This is an optimization exercise on Yosys and OpenROAD, whose aim is small area, a short achievable clock period and few clock cycles, not a production implementation.
In this exercise RTL edits were held to simulation tests only and were not proved equivalent to the original.

--- flow/config.mk ---
export PLATFORM = sky130hd
export DESIGN_NAME = cuckoo_verifier
export DESIGN_NICKNAME = cuckoo_verifier
export VERILOG_FILES = /design/flow/design.v
export SDC_FILE = /design/flow/constraint.sdc
export NUM_CORES = 4
export LEC_CHECK = 0
export CAP_MARGIN = 20
export CORE_MARGIN = 2
export CORE_UTILIZATION = 55
export PLACE_DENSITY = 0.65
export SLEW_MARGIN = 20
--- flow/constraint.sdc ---
create_clock -name core_clock -period 12.5 [get_ports {clk}]
set_input_delay 2.5000 -clock core_clock [delete_from_list [all_inputs] [get_ports {clk}]]
set_output_delay 2.5000 -clock core_clock [all_outputs]
set_load 0.01 [all_outputs]
--- flow/design.v ---
module sip_half #(
    parameter H = 0
) (
    input  wire [63:0] v0,
    input  wire [63:0] v1,
    input  wire [63:0] v2,
    input  wire [63:0] v3,
    output wire [63:0] o0,
    output wire [63:0] o1,
    output wire [63:0] o2,
    output wire [63:0] o3
);
    generate
        if (H == 0) begin : first
            wire [63:0] a0, a2;
            padd ad0 (.a(v0), .b(v1), .s(a0));
            padd ad2 (.a(v2), .b(v3), .s(a2));
            assign o0 = {a0[31:0], a0[63:32]};                
            assign o1 = {v1[50:0], v1[63:51]} ^ a0;           
            assign o2 = a2;
            assign o3 = {v3[47:0], v3[63:48]} ^ a2;           
        end else begin : second
            wire [63:0] c2, c0;
            padd ad2 (.a(v2), .b(v1), .s(c2));
            padd ad0 (.a(v0), .b(v3), .s(c0));
            assign o0 = c0;
            assign o1 = {v1[46:0], v1[63:47]} ^ c2;           
            assign o2 = {c2[31:0], c2[63:32]};                
            assign o3 = {v3[42:0], v3[63:43]} ^ c0;           
        end
    endgenerate
endmodule
module padd (
    input  wire [63:0] a,
    input  wire [63:0] b,
    output wire [63:0] s
);
    localparam W = 64;
    localparam L = 6;
    wire [W-1:0] g [0:L];
    wire [W-1:0] p [0:L];
    assign g[0] = a & b;
    assign p[0] = a ^ b;
    genvar l, i;
    generate
        for (l = 0; l < L; l = l + 1) begin : lv
            for (i = 0; i < W; i = i + 1) begin : bt
                if ((i >> l) & 1) begin : op
                    assign g[l+1][i] = g[l][i] | (p[l][i] & g[l][((i >> l) << l) - 1]);
                    assign p[l+1][i] = p[l][i] & p[l][((i >> l) << l) - 1];
                end else begin : cp
                    assign g[l+1][i] = g[l][i];
                    assign p[l+1][i] = p[l][i];
                end
            end
        end
    endgenerate
    assign s = p[0] ^ {g[L][W-2:0], 1'b0};
endmodule
module cuckoo_verifier (
    input  wire         clk,
    input  wire         rst,           
    input  wire         cmd_valid,
    output wire         cmd_ready,
    input  wire         cmd_op,        
    input  wire         cmd_tagged,    
    input  wire         cmd_side,      
    input  wire [11:0]  cmd_edge,      
    input  wire [255:0] cmd_key,       
    input  wire         edge_valid,
    output wire         edge_ready,
    input  wire [63:0]  edge_data,
    output reg          res_valid,
    output reg  [2:0]   res_verdict,
    output reg  [12:0]  res_node
);
    localparam EB = 12;
    localparam P  = 42;
    localparam [2:0] V_OK = 3'd0, V_TOO_BIG = 3'd2, V_TOO_SMALL = 3'd3,
                     V_NON_MATCHING = 3'd4, V_BRANCH = 3'd5, V_DEAD_END = 3'd6,
                     V_SHORT_CYCLE = 3'd7;
    reg          cmd_rdy;        
    reg          loading;        
    reg  [5:0]   n;              
    reg  [255:0] key_r;
    reg          sip_side, sip_tag;
    reg          sip_busy;       
    assign cmd_ready  = cmd_rdy;
    assign edge_ready = loading;
    wire cmd_take  = cmd_valid & cmd_rdy;
    wire edge_take = edge_valid & loading;
    always @(posedge clk)
        if (cmd_rdy) key_r <= cmd_key;
    reg  [EB-1:0] e0;
    reg           big0, first0;
    reg           ev0, sv0, last0;
    always @(posedge clk) begin
        e0     <= cmd_rdy ? cmd_edge : edge_data[EB-1:0];
        big0   <= |edge_data[63:EB];
        first0 <= (n == 6'd0);
    end
    always @(posedge clk) begin
        if (rst) begin
            cmd_rdy  <= 1'b1;
            loading  <= 1'b0;
            n        <= 6'd0;
            ev0      <= 1'b0;
            sv0      <= 1'b0;
            last0    <= 1'b0;
        end else begin
            ev0   <= edge_take;
            sv0   <= cmd_take & cmd_op;
            last0 <= edge_take & (n == P - 1);
            if (cmd_take) begin
                cmd_rdy <= 1'b0;
                loading <= ~cmd_op;
                n       <= 6'd0;
            end else if (edge_take) begin
                n <= n + 6'd1;
                if (n == P - 1) begin
                    loading <= 1'b0;
                    cmd_rdy <= 1'b1;
                end
            end else if (!loading && !sip_busy) begin
                cmd_rdy <= 1'b1;
            end
        end
    end
    always @(posedge clk)
        if (cmd_take) begin
            sip_side <= cmd_side;
            sip_tag  <= cmd_tagged;
        end
    reg  [EB-1:0] prev;
    reg  [1:0]    rej;
    wire          small0 = !first0 && (e0 <= prev);
    wire [1:0]    rej_now = first0 ? 2'd0 : rej;
    wire [1:0]    rcode0  = (rej_now != 2'd0) ? rej_now :
                            big0 ? 2'd2 : small0 ? 2'd3 : 2'd0;
    always @(posedge clk) begin
        if (ev0) begin
            prev <= e0;
            rej  <= rcode0;
        end
    end
    localparam NS = 11;              
    reg  [NS:1] pv, ps, pl;
    reg  [1:0]  pr [1:NS];
    reg  [EB-1:0] ex [1:3];          
    wire [63:0] k0 = key_r[63:0],    k1 = key_r[127:64],
                k2 = key_r[191:128], k3 = key_r[255:192];
    wire [EB-1:0] u_node, v_node;
    sip_pipe #(.S(1'b0)) u_pipe (.clk(clk), .k0(k0), .k1(k1), .k2(k2), .k3(k3),
        .e0(e0), .e3(ex[3]), .node(u_node));
    sip_pipe #(.S(1'b1)) v_pipe (.clk(clk), .k0(k0), .k1(k1), .k2(k2), .k3(k3),
        .e0(e0), .e3(ex[3]), .node(v_node));
    always @(posedge clk) begin
        ex[1] <= e0;
        ex[2] <= ex[1];
        ex[3] <= ex[2];
    end
    integer s;
    always @(posedge clk) begin
        if (rst) begin
            pv <= {NS{1'b0}};
        end else begin
            pv <= {pv[NS-1:1], ev0 | sv0};
        end
        ps <= {ps[NS-1:1], sv0};
        pl <= {pl[NS-1:1], last0};
        pr[1] <= rcode0;
        for (s = 2; s <= NS; s = s + 1) pr[s] <= pr[s-1];
    end
    reg           ov, os, ol;
    reg  [1:0]    orj;
    reg  [EB-1:0] ou, ovn;
    always @(posedge clk) begin
        if (rst) ov <= 1'b0;
        else     ov <= pv[NS];
        os  <= ps[NS];
        ol  <= pl[NS];
        orj <= pr[NS];
        ou  <= u_node;
        ovn <= v_node;
    end
    reg  [EB-1:0] fb_u [0:P-2];
    reg  [EB-1:0] fb_v [0:P-2];
    reg  [EB-1:0] wb_u [0:P-1];
    reg  [EB-1:0] wb_v [0:P-1];
    reg  [EB-1:0] xu, xv;
    wire push = ov & ~os;           
    wire done = push & ol;          
    reg           walking;
    integer j;
    always @(posedge clk) begin
        if (push) begin
            fb_u[0] <= ou;
            fb_v[0] <= ovn;
            for (j = 1; j < P - 1; j = j + 1) begin
                fb_u[j] <= fb_u[j-1];
                fb_v[j] <= fb_v[j-1];
            end
        end
        if (done) begin
            wb_u[0] <= ou;
            wb_v[0] <= ovn;
            for (j = 1; j < P; j = j + 1) begin
                wb_u[j] <= fb_u[j-1];
                wb_v[j] <= fb_v[j-1];
            end
        end
    end
    wire [EB-1:0] xu_n = xu ^ ou;
    wire [EB-1:0] xv_n = xv ^ ovn;
    always @(posedge clk) begin
        if (rst || done) begin
            xu <= {EB{1'b0}};
            xv <= {EB{1'b0}};
        end else if (push) begin
            xu <= xu_n;
            xv <= xv_n;
        end
    end
    reg  [P-1:0]  w;             
    reg           p;             
    reg  [EB-1:0] wu, wv;        
    reg  [5:0]    steps;
    reg  [P-1:0]  eq;
    reg  [EB-1:0] nxt_u, nxt_v;
    always @* begin
        nxt_u = {EB{1'b0}};
        nxt_v = {EB{1'b0}};
        for (j = 0; j < P; j = j + 1) begin
            eq[j] = ((~p & (wb_u[j] == wu)) | (p & (wb_v[j] == wv))) & ~w[j];
            nxt_u = nxt_u | ({EB{eq[j]}} & wb_u[j]);
            nxt_v = nxt_v | ({EB{eq[j]}} & wb_v[j]);
        end
    end
    wire m_any, m_multi;
    match_count #(.N(P)) u_mc (.v(eq), .any(m_any), .multi(m_multi));
    wire [5:0] steps1   = steps + 6'd1;
    wire       closed   = p & eq[P-1];           
    wire       imm      = (orj != 2'd0) || (xu_n != {EB{1'b0}}) || (xv_n != {EB{1'b0}});
    wire [2:0] imm_code = (orj != 2'd0) ? {1'b0, orj} : V_NON_MATCHING;
    reg           sip_pend;
    reg  [EB-1:0] sip_val;
    always @(posedge clk) begin
        if (rst) begin
            walking   <= 1'b0;
            res_valid <= 1'b0;
            sip_pend  <= 1'b0;
            sip_busy  <= 1'b0;
        end else begin
            res_valid <= 1'b0;
            if (cmd_take & cmd_op) sip_busy <= 1'b1;
            if (ov & os) begin
                sip_pend <= 1'b1;
                sip_val  <= sip_side ? ovn : ou;
            end
            if (sip_pend && !walking) begin
                sip_pend  <= 1'b0;
                sip_busy  <= 1'b0;
                res_valid <= 1'b1;
                res_node  <= sip_tag ? {sip_val, sip_side} : {1'b0, sip_val};
            end
            if (walking) begin
                if (m_multi) begin
                    res_valid   <= 1'b1;
                    res_verdict <= V_BRANCH;
                    walking     <= 1'b0;
                end else if (!m_any) begin
                    res_valid   <= 1'b1;
                    res_verdict <= V_DEAD_END;
                    walking     <= 1'b0;
                end else if (closed) begin
                    res_valid   <= 1'b1;
                    res_verdict <= (steps1 == P) ? V_OK : V_SHORT_CYCLE;
                    walking     <= 1'b0;
                end else if (steps1 == P + 1) begin
                    res_valid   <= 1'b1;
                    res_verdict <= V_SHORT_CYCLE;
                    walking     <= 1'b0;
                end
                w     <= eq;
                p     <= ~p;
                wu    <= p ? nxt_u : {EB{1'b0}};
                wv    <= p ? {EB{1'b0}} : nxt_v;
                steps <= steps1;
            end
            if (done) begin
                if (imm) begin
                    res_valid   <= 1'b1;
                    res_verdict <= imm_code;
                    walking     <= 1'b0;
                end else begin
                    walking <= 1'b1;
                end
                w     <= {1'b1, {(P-1){1'b0}}};
                p     <= 1'b0;
                wu    <= fb_u[P-2];
                wv    <= {EB{1'b0}};
                steps <= 6'd0;
            end
        end
    end
endmodule
module sip_pipe #(
    parameter S = 1'b0
) (
    input  wire         clk,
    input  wire [63:0]  k0, k1, k2, k3,
    input  wire [11:0]  e0,            
    input  wire [11:0]  e3,            
    output wire [11:0]  node
);
    wire [63:0] x0 = {51'd0, e0, S};
    wire [63:0] x3 = {51'd0, e3, S};
    reg  [63:0] r0 [1:11], r1 [1:11], r2 [1:11], r3 [1:11];
    wire [63:0] f0 [1:12], f1 [1:12], f2 [1:12], f3 [1:12];
    sip_half #(.H(0)) h1 (.v0(k0), .v1(k1), .v2(k2), .v3(k3 ^ x0),
                          .o0(f0[1]), .o1(f1[1]), .o2(f2[1]), .o3(f3[1]));
    genvar g;
    generate
        for (g = 2; g <= 12; g = g + 1) begin : hr
            sip_half #(.H((g + 1) % 2)) h (
                .v0(r0[g-1]), .v1(r1[g-1]), .v2(r2[g-1]), .v3(r3[g-1]),
                .o0(f0[g]), .o1(f1[g]), .o2(f2[g]), .o3(f3[g]));
        end
    endgenerate
    integer s;
    always @(posedge clk) begin
        for (s = 1; s <= 11; s = s + 1) begin
            if (s == 4) begin
                r0[s] <= f0[s] ^ x3;
                r1[s] <= f1[s];
                r2[s] <= f2[s] ^ 64'h00000000000000ff;
                r3[s] <= f3[s];
            end else begin
                r0[s] <= f0[s]; r1[s] <= f1[s]; r2[s] <= f2[s]; r3[s] <= f3[s];
            end
        end
    end
    wire [63:0] h = f0[12] ^ f1[12] ^ f2[12] ^ f3[12];
    assign node = h[11:0];
endmodule
module match_count #(
    parameter N = 42
) (
    input  wire [N-1:0] v,
    output wire         any,
    output wire         multi
);
    generate
        if (N == 1) begin : leaf
            assign any   = v[0];
            assign multi = 1'b0;
        end else begin : split
            localparam H = N / 2;
            wire a0, m0, a1, m1;
            match_count #(.N(H))     lo (.v(v[H-1:0]), .any(a0), .multi(m0));
            match_count #(.N(N - H)) hi (.v(v[N-1:H]), .any(a1), .multi(m1));
            assign any   = a0 | a1;
            assign multi = m0 | m1 | (a0 & a1);
        end
    endgenerate
endmodule
--- flow/flow/run.sh ---
#!/bin/bash
# Layout: the standard flow (standard synthesis, floorplan, placement, CTS,
# routing) unchanged, except that repair_timing aims for 7.7 ns of setup slack
# at the design's clock period, so the resizer works on the paths that set
# the achieved period. The make output goes to standard_flow.log here; ORFS
# keeps each step's full log under orfs/logs.
set -euo pipefail
bash standard.sh SETUP_SLACK_MARGIN=7.7 finish > standard_flow.log 2>&1
--- flow/standard.sh ---
#!/bin/bash
# synth_recipe.tcl (not shown) runs the flow's synth.tcl, then flattens the netlist and writes it again
# the make line also repeats each setting of config.mk as NAME=value (left out here)
make -C /OpenROAD-flow-scripts/flow DESIGN_CONFIG=/design/flow/config.mk WORK_HOME=/design/flow/orfs CLKGATE_MAP_FILE= SYNTH_SCRIPT=/design/flow/synth_recipe.tcl "${@:-finish}"
==> impl_metrics.ini, run 1 <==
[finish]
drive_above_1_share = 0.07223
multi_input_area_um2 = 148500
regArea_um2 = 177800
num-nets-final = 31362
fin_area_um2 = 372600
area_growth_pct = 13.40
nFillCells = 45997

[synth]
ys_async_sr_fraction = 0
ys_top_cells_by_area = dfxtp_1, edfxtp_1, ha_1
yosys-top-cells-count = dfxtp_1, xor2_1, ha_1
post-synth-top-area-fraction = 0.3249
yosys_most_used_dff = dfxtp_1
yosys_warnings = 32
synth_edf_count = 2365
syn_area_um2 = 328600
ys_ff_latch = 7698
yosysUniqueCellTypes = 108
syn-num-nets = 30231
synth_largest_area_cell = dfxtp_1
yosysMostFrequentCell = dfxtp_1
netlist_instances = 26953
yosysSeqAreaShare = 0.5411
syn_avg_cell_area_um2 = 12.19

[run]
maxCapViolCount = 0

[detailed_routing]
viasPerCell = 6.266
remaining_drc_errors = 0
avgRoutedWirePerCell_um = 38.28
drt_wl_total_um = 1403000
vias = 229651
drtAntennaViolNets = 0
firstDrtPassIters = 9
drt_first_iter_violations = 32287

[sta]
fin_crit_sh = 0.3956
final_hold_viol_count = 0
setup_tns_ps = 0
tightestPinTransition_ps = 1345
rsz0062_at_grt = yes
max_freq_mhz = 202.2
min_period_ps = 4945
finalSetupViolCount = 0
drv_slew = 0
max_slew_margin = 0.1031
clock_skew_ps = 88.35

[clock_network]
ctsHoldBuffers = 0
clkLatencyLatePin_ps = 1220
cts-root-buf = clkbuf_16
clock_sinks = 7698
htreeDepth = 6
cts_buffer_depth = 4
clkTransAtPathRegs_ps = 70
cts_buffers = 760
cts_tree = yes

[placed_design]
dp_hpwl_um = 1163000
gp_congestion = 1.119
placed_cell_area_um2 = 343000
io_buffers = 357

[global_routing]
grt_use_total = 0.4502
grt_max_degree = 177
grt_pass1_wl_um = 1846000
grt_overflow = 0
antenna_found_initial = 133
grt_pass1_vias = 219360

[setup_path]
required_ps = 13490
crit_arrival_ps = 5930
critPathKind = flop to flop
crit_path_cell_trace = buf_4 -> xnor2_1 -> nand4_1 -> or4_1 -> a21oi_4 -> buf_6 -> a22o_1 -> a221oi_1 -> nand4_1 -> nor4_2 -> o2111ai_4 -> buf_4 -> or2_1 -> a21oi_1 -> o31ai_1
crit_family = simple AND/OR/NAND/NOR gates
endpoint_kind = flop
slowest_delay_ps = 750
path_max_fanout = 26
cp_slowest_cell = or4_1
cp.buffers_inverters = 3
worst_setup_path_start_kind = flop

[status]
outcome = no timing/DRC/antenna violations

[die]
ioPinCount = 358
die_area_um2 = 603600
core_um2 = 594500
initial_core_util = 0.5527
fp-row-count = 283
dieHeight_um = 776.9
dieWidth_um = 776.9

[worst_hold_path]
hp-class = flop to flop
-- worst paths after layout --
check	start	end	slack, ps	depth (start not counted)
setup / recovery	wv[2]$_SDFFCE_PP0P_	res_verdict[2]$_DFFE_PN_	7560	15
hold reg to reg	ps[8]$_DFF_P_	ps[9]$_DFF_P_	320	0
setup reg to reg	wv[2]$_SDFFCE_PP0P_	res_verdict[2]$_DFFE_PN_	7560	15
hold / removal	ps[8]$_DFF_P_	ps[9]$_DFF_P_	320	0
-- sequential cells by signal, summed over array words and instances (netlist names), 13 cells and up --
register,flops
v_pipe.r1,632
u_pipe.r1,696
v_pipe.r2,675
v_pipe.r0,566
u_pipe.r0,630
res_node,13
w,42
pr,22
fb_v,492
wb_v,504
key_r,256
v_pipe.r3,643
fb_u,492
ex,36
u_pipe.r3,643
wb_u,504
u_pipe.r2,675
-- cell type report --
cell class                      instances  area share
Antenna cell                           72   0.0004836
Clock buffer                         1016     0.05729
Inverter                              887    0.008956
Clock inverter                        402     0.01454
Sequential cell                      7698      0.4772
Multi-Input combinational cell      18091      0.3987
Timing Repair Buffer                  646     0.01654
Tap cell                             7837     0.02632
-- repair_timing --
action                                  in CTS  in global routing
endpoints found under the setup margin     709                611
buffers inserted                            32                 38
pin swaps                                   16                 38
gates resized for setup                    184                221
-- metal layers --
layer / up-vias / global-route usage / share of wire / wire [um]
met5: - / 0 / 0.00026 / 360
met4: 52 / 0.2870 / 0.081 / 113700
met3: 3810 / 0.1363 / 0.12 / 169200
met2: 15317 / 0.6493 / 0.41 / 572100
met1: 112664 / 0.5896 / 0.39 / 547600
li1: 97808 / - / - / -
-- metrics by stage --
stage	util	hold slack, ps	setup WS, ps	std cells
6_report	0.6267	323.6	7555	36649
3_5_place_dp	0.5769	312.1	6751	35087
5_1_grt	0.6264	329.3	7650	36578
3_3_place_gp	0.5768	310.2	6662	35086
4_1_cts	0.6239	322.7	7701	36537
2_1_floorplan	-	309.6	7451	26953
-- kinds of logic (layout without fill, tap and decap cells) --
kind of cell / Yosys count / in the layout / synth area share
other: 0 / 72 / 0
adder cells (fa/ha/maj): 2940 / 2940 / 0.1181
flip-flops: 7698 / 7698 / 0.5411
XOR/XNOR: 5944 / 5944 / 0.1594
multiplexers: 37 / 37 / 0.001264
buffers and inverters: 1164 / 2951 / 0.01405
AO/OA/AOI/OAI: 4860 / 4860 / 0.1012
AND/OR/NAND/NOR: 4310 / 4310 / 0.06495
-- cells in the final DEF (no fill, tap or decap), drive strengths merged, types with 163 or more instances in the layout --
cell and n:
clkinv 208, a21oi 1277, o21bai 175, o21a 390, xor2 3349, nor2b 259
xnor2 2573, clkdlybuf4s50 350, nand2b 172, nand4 343, a21o 1048, inv 933
ha 2671, clkbuf 1025, nand3 415, dfxtp 5333, fa 268, a22o 163
o21ai 523, nand2 648, buf 282, a221oi 188, and3 174, nor3 439
edfxtp 2365, nor2 1295
Testbench counts, summed over its fixed seeds: cycles 8,368.
==> run 2: changes to the inputs <==
==> flow/flow/run.sh (replaced) <==
#!/bin/bash
# Layout: the standard flow (standard synthesis, floorplan, placement, CTS,
# routing) unchanged, except that repair_timing aims for 8.5 ns of setup slack
# at the design's clock period, so the resizer works on the paths that set
# the achieved period. The make output goes to standard_flow.log here; ORFS
# keeps each step's full log under orfs/logs.
set -euo pipefail
bash standard.sh SETUP_SLACK_MARGIN=8.5 finish > standard_flow.log 2>&1
==> run 2 against run 1 <==
Against the previous run: still clean; via count increased by 3.0%; synthesized cell count unchanged; fmax grew 12%; routed wire length grew 3.2%; count of clock-buffer cells in the layout is the same.
==> impl_metrics.ini, run 2 <==
[detailed_routing]
drt_first_iter_violations = 32082
firstDrtPassIters = 15
viasPerCell = 6.328
vias = 236511
drt_wl_total_um = 1448000
remaining_drc_errors = 0
avgRoutedWirePerCell_um = 38.74
drtAntennaViolNets = 0

[clock_network]
cts_tree = yes
cts_buffer_depth = 4
clkLatencyLatePin_ps = 1220
cts_buffers = 760
clock_sinks = 7698
clkTransAtPathRegs_ps = 70
cts-root-buf = clkbuf_16
htreeDepth = 6
ctsHoldBuffers = 0

[global_routing]
grt_overflow = 0
grt_pass1_wl_um = 1885000
grt_max_degree = 177
grt_use_total = 0.4598
grt_pass1_vias = 223894
antenna_found_initial = 150

[synth]
syn_area_um2 = 328600
yosys-top-cells-count = dfxtp_1, xor2_1, ha_1
yosys_most_used_dff = dfxtp_1
synth_edf_count = 2365
post-synth-top-area-fraction = 0.3249
syn-num-nets = 30231
syn_avg_cell_area_um2 = 12.19
ys_top_cells_by_area = dfxtp_1, edfxtp_1, ha_1
yosysSeqAreaShare = 0.5411
synth_largest_area_cell = dfxtp_1
yosysUniqueCellTypes = 108
ys_async_sr_fraction = 0
netlist_instances = 26953
ys_ff_latch = 7698
yosys_warnings = 32
yosysMostFrequentCell = dfxtp_1

[finish]
top_register = u_pipe.r1
reg_top3 = u_pipe.r1 (696), u_pipe.r2 (675), v_pipe.r2 (675)
stdcell_count = 37377
layout_common_cells = dfxtp_1, xor2_1, ha_1, edfxtp_1, xnor2_1
num-nets-final = 32076
final_common_cell = dfxtp_1
area_growth_pct = 19.14
drive_above_1_share = 0.1460
largest_reg_flops = 696

[sta]
rsz0062_at_grt = yes
final_hold_viol_count = 0
max_slew_margin = 0.1032
clock_skew_ps = 73.73
tightestPinTransition_ps = 1331
setup_tns_ps = 0
fin_crit_sh = 0.3530
finalSetupViolCount = 0
max_freq_mhz = 226.6
min_period_ps = 4413
drv_slew = 0

[setup_path]
slowest_delay_ps = 530
reg2reg_to = res_verdict[2]$_DFFE_PN_
path_max_fanout = 33
cpMostUsedCell = a21oi_4
crit_path_end = res_verdict[2]$_DFFE_PN_
rrSetupSlack_ps = 8090
crit_arrival_ps = 5320
crit_start = wu[3]$_DFFE_PP_
crit_family = compound AO/OA/AOI/OAI gates
endpoint_kind = flop
cp_slowest_cell = xor2_1
cp.buffers_inverters = 2
rr_worst_depth = 14
worst_setup_path_start_kind = flop
critPathKind = flop to flop
cp.depth = 14
required_ps = 13410
crit_path_cell_trace = buf_8 -> xor2_1 -> nor3_1 -> nand4_1 -> a21oi_4 -> or2_2 -> o21ai_0 -> o2111ai_2 -> nor3_4 -> o2111ai_4 -> buf_6 -> or2_4 -> a21oi_4 -> o31ai_2
worstReg2RegStart = wu[3]$_DFFE_PP_

[run]
maxCapViolCount = 0

[die]
ioPinCount = 358
fp-row-count = 283
core_um2 = 594500
initial_core_util = 0.5527
dieWidth_um = 776.9
dieHeight_um = 776.9
die_area_um2 = 603600

[placed_design]
gp_congestion = 1.119
post-place-cells = 35087
dp_hpwl_um = 1163000
io_buffers = 357

[status]
outcome = no timing/DRC/antenna violations

[worst_hold_path]
hp-class = flop to flop
run 2: what timing repair did:
item | 4_1_cts | 5_1_grt
cloned | 39 | 8
pin swaps | 470 | 711
resized for setup | 1628 | 1107
setup endpoints to repair | 3896 | 1801
setup buffers | 378 | 360
run 2: cell families after synthesis:
logic type,Yosys count,share of synthesized area
AOI/OAI and AO/OA,4860,0.1012
DFF,7698,0.5411
and+or+nand+nor,4310,0.06495
buffers and inverters,1164,0.01405
adders and majority gates,2940,0.1181
muxes,37,0.001264
xor gates and xnor gates,5944,0.1594
run 2: how the worst min path moves through the flow:
stage,from,to,slack (ps),depth (start not counted)
after floorplan,ex[1][0]$_DFF_P_,ex[2][0]$_DFF_P_,310,0
after global placement,pr[9][1]$_DFF_P_,pr[10][1]$_DFF_P_,310,0
after detailed placement,ps[8]$_DFF_P_,ps[9]$_DFF_P_,310,0
after CTS,ex[1][8]$_DFF_P_,ex[2][8]$_DFF_P_,320,0
after global routing,pr[7][1]$_DFF_P_,pr[8][1]$_DFF_P_,330,0
final,pr[8][1]$_DFF_P_,pr[9][1]$_DFF_P_,320,0
run 2: final cells by class:
| class | count | area [um2] |
|---|---|---|
| antenna | 86 | 215.2 |
| clock buffer | 1016 | 21350 |
| clock inverter | 402 | 5419 |
| fill | 43903 | 203100 |
| inverter | 887 | 3361 |
| multi-input combinational | 18091 | 159500 |
| sequential | 7698 | 178100 |
| tap | 7837 | 9806 |
| timing repair buffer | 1360 | 13750 |
run 2: layer usage:
| metal | GRT usage | share of wire | vias to the layer above | routed length, um |
|---|---|---|---|---|
| met1 | 0.5916 | 0.38 | 115784 | 548900 |
| met5 | 0.002529 | 0.00047 | - | 680 |
| met4 | 0.3111 | 0.089 | 70 | 128500 |
| met3 | 0.1514 | 0.13 | 4641 | 183600 |
| met2 | 0.6577 | 0.40 | 16875 | 586300 |
| li1 | - | - | 99141 | - |
run 2: per-stage QoR:
step / hold slack, ps / cell area (um2) / utilization / setup slack [ps]
final: 323.3 / 391500 / 0.6584 / 8087
after CTS: 322.7 / 382100 / 0.6427 / 8045
after floorplan: 309.6 / 328600 / - / 7451
after global routing: 329.3 / 391200 / 0.6581 / 8057
after global placement: 310.2 / 342900 / 0.5768 / 6662
after detailed placement: 312.1 / 343000 / 0.5769 / 6751
==> run 3: changes to the inputs <==
==> flow/flow/run.sh (replaced) <==
#!/bin/bash
# Layout: the standard flow (standard synthesis, floorplan, placement, CTS,
# routing) unchanged, except that repair_timing aims for 8.2 ns of setup slack
# at the design's clock period, so the resizer works on the paths that set
# the achieved period. The make output goes to standard_flow.log here; ORFS
# keeps each step's full log under orfs/logs.
set -euo pipefail
bash standard.sh SETUP_SLACK_MARGIN=8.2 finish > standard_flow.log 2>&1
==> run 3 against run 2 <==
Against the previous run: still clean; routed wire length down 2.2%; non-clock buffer count down 496; count of clock-buffer cells in the layout unchanged; worst setup slack worse by 74 ps; flip-flop and latch count unchanged; cell count down 1.4%; utilization down 2.1 points; area after synthesis unchanged; critical path type unchanged; largest cell class unchanged.
==> impl_metrics.ini, run 3 <==
[detailed_routing]
drtAntennaViolNets = 0
vias = 231698
firstDrtPassIters = 13
avgRoutedWirePerCell_um = 38.40
drt_wl_total_um = 1416000
remaining_drc_errors = 0
viasPerCell = 6.285
drt_first_iter_violations = 31424

[synth]
ys_ff_latch = 7698
yosys-top-cells-count = dfxtp_1, xor2_1, ha_1
post-synth-top-area-fraction = 0.3249
syn-num-nets = 30231
syn_area_um2 = 328600
yosysSeqAreaShare = 0.5411
ys_async_sr_fraction = 0
yosysMostFrequentCell = dfxtp_1
synth_edf_count = 2365
yosysUniqueCellTypes = 108
syn_avg_cell_area_um2 = 12.19
ys_top_cells_by_area = dfxtp_1, edfxtp_1, ha_1
yosys_warnings = 32
synth_largest_area_cell = dfxtp_1
yosys_most_used_dff = dfxtp_1
netlist_instances = 26953

[sta]
final_hold_viol_count = 0
tightestPinTransition_ps = 1265
drv_slew = 0
setup_tns_ps = 0
min_period_ps = 4487
rsz0062_at_grt = yes
clock_skew_ps = 70.60
finalSetupViolCount = 0
max_slew_margin = 0.1509
max_freq_mhz = 222.9
fin_crit_sh = 0.3589
final.setup.worst_slack_ps = 8013

[die]
ioPinCount = 358
dieWidth_um = 776.9
initial_core_util = 0.5527
dieHeight_um = 776.9
fp-row-count = 283
die_area_um2 = 603600
core_um2 = 594500

[setup_path]
path_max_fanout = 42
crit_arrival_ps = 5390
cp.buffers_inverters = 4
crit_family = simple AND/OR/NAND/NOR gates
critPathKind = flop to flop
worst_setup_path_start_kind = flop
required_ps = 13400
endpoint_kind = flop
cp_slowest_cell = or4_1
crit_path_cell_trace = buf_12 -> xnor2_1 -> nand4_1 -> or4_1 -> a21oi_4 -> buf_6 -> a221oi_1 -> nand4_1 -> nor3_2 -> o2111ai_4 -> buf_6 -> buf_4 -> o21ai_0 -> a22o_1
slowest_delay_ps = 670

[global_routing]
grt_overflow = 0
grt_max_degree = 177
antenna_found_initial = 141
grt_pass1_vias = 221266
grt_pass1_wl_um = 1859000
grt_use_total = 0.4532

[clock_network]
cts-root-buf = clkbuf_16
cts_tree = yes
clock_sinks = 7698
htreeDepth = 6
clkLatencyLatePin_ps = 1210
cts_buffers = 760
cts_buffer_depth = 4
clkTransAtPathRegs_ps = 60
ctsHoldBuffers = 0

[placed_design]
pre_cts_slack_ps = 6751
io_buffers = 357
dp_hpwl_um = 1163000
gp_congestion = 1.119

[finish]
reg_top3 = u_pipe.r1 (696), u_pipe.r2 (675), v_pipe.r2 (675)
area_growth_pct = 15.40
layout_common_cells = dfxtp_1, xor2_1, ha_1, xnor2_1, edfxtp_1
drive_above_1_share = 0.09921
final_common_cell = dfxtp_1
largest_reg_flops = 696
top_register = u_pipe.r1
num-nets-final = 31580
nFillCells = 45281

[worst_hold_path]
hp-class = flop to flop

[status]
outcome = no timing/DRC/antenna violations

[run]
maxCapViolCount = 0
## run 3: cell types whose count changed in the layout (fill, tap and decap cells not counted), sizes merged
cell           previous run  this run
clkdlybuf4s15             0         2
clkbuf                 1027      1023
inv                     932       931
diode                    86        69
bufbuf                   25         8
buf                     986       509
clkinvlp                 58        59
## run 3: cells by family (layout without fill, tap and decap cells)
logic type,Yosys count,after routing,synth area share
flip-flops,7698,7698,0.5411
buffers and inverters,1164,3169,0.01405
XOR/XNOR,5944,5944,0.1594
adder cells (fa/ha/maj),2940,2940,0.1181
AND/OR/NAND/NOR,4310,4310,0.06495
other,0,69,0
multiplexers,37,37,0.001264
AO/OA/AOI/OAI,4860,4860,0.1012
## run 3: stage by stage
step | utilization | std cells | hold slack (ps) | area [um2]
2_1_floorplan | - | 26953 | 309.6 | 328600
3_3_place_gp | 0.5768 | 35086 | 310.2 | 342900
3_5_place_dp | 0.5769 | 35087 | 312.1 | 343000
4_1_cts | 0.6309 | 36660 | 322.7 | 375100
5_1_grt | 0.6375 | 36797 | 329.3 | 379000
6_report | 0.6378 | 36864 | 323.7 | 379200
## run 3: layout make-up
type                    instances  area [um2]  share of cell area
flip-flops and latches       7698      177900              0.4691
multi-input cells           18091      152600              0.4025
clock buffers                1016       21350             0.05630
well taps                    7837        9806             0.02586
repair buffers                864        8573             0.02261
clock inverters               402        5419             0.01429
inverters                     887        3348            0.008830
diodes                         69       172.7           0.0004554
## run 3: path summary, 6_finish.rpt
check                      startpoint                  endpoint  slack [ps]  cells after the start
hold / removal          ps[8]$_DFF_P_             ps[9]$_DFF_P_         320                      0
hold reg to reg         ps[8]$_DFF_P_             ps[9]$_DFF_P_         320                      0
setup reg to reg  wv[3]$_SDFFCE_PP0P_  res_verdict[1]$_DFFE_PN_        8010                     14
setup / recovery  wv[3]$_SDFFCE_PP0P_  res_verdict[1]$_DFFE_PN_        8010                     14
## run 3: worst reg2reg max path: stages, from the launching register on
cell	delay (ps)
edfxtp_1	420
buf_12	240
xnor2_1	650
nand4_1	350
or4_1	680
a21oi_4	210
buf_6	530
a221oi_1	180
nand4_1	130
nor3_2	70
o2111ai_4	180
buf_6	180
buf_4	110
o21ai_0	70
a22o_1	220
## run 3: timing repair
| action | CTS | global route |
|---|---|---|
| resized for setup | 808 | 525 |
| setup buffers | 146 | 130 |
| endpoints found under the setup margin | 2633 | 1471 |
| pin swaps | 140 | 248 |
| cloned | 9 | 3 |
## run 3: metal layers
layer / part of all wire / routed length (um) / global-route usage / vias up
met3: 0.12 / 172300 / 0.1464 / 4126
met4: 0.084 / 118500 / 0.2966 / 52
met5: 0.00029 / 404 / 0.0002371 / -
met2: 0.41 / 575900 / 0.6515 / 15710
met1: 0.39 / 548500 / 0.5862 / 113607
li1: - / - / - / 98203

-- what the ideal ports hide --
The results above use ideal ports. As a check the final layouts listed here were re-extracted and re-timed, cells and wires unchanged. Step 1 assumes that a clkbuf_16 drives the clock port and a buf_2 every other input. Step 2 adds t to the input delays and takes it off the output delays; t is the mean of the earliest and latest rising clock arrival at the registers after step 1. Input paths then give back, and output paths get back, about the clock's delay inside the block. Three values: no drivers, after step 1, after step 2; two values: the first two.
run | shift t [ns] | slack for setup (ns) | worst hold slack (ns)
run 1 | 1.320 | 7.555 / 7.530 / 7.013 | 0.324 / 0.324 / 0.324
run 2 | 1.320 | 8.087 / 7.945 / 7.454 | 0.323 / 0.323 / 0.323
run 3 | 1.317 | 8.013 / 7.941 / 7.326 | 0.324 / 0.324 / 0.324
After both steps setup and hold are still met in every run listed. For run 3, which loses most, drivers alone change the setup slack by -0.072 ns; drivers and shift together by -0.687 ns.
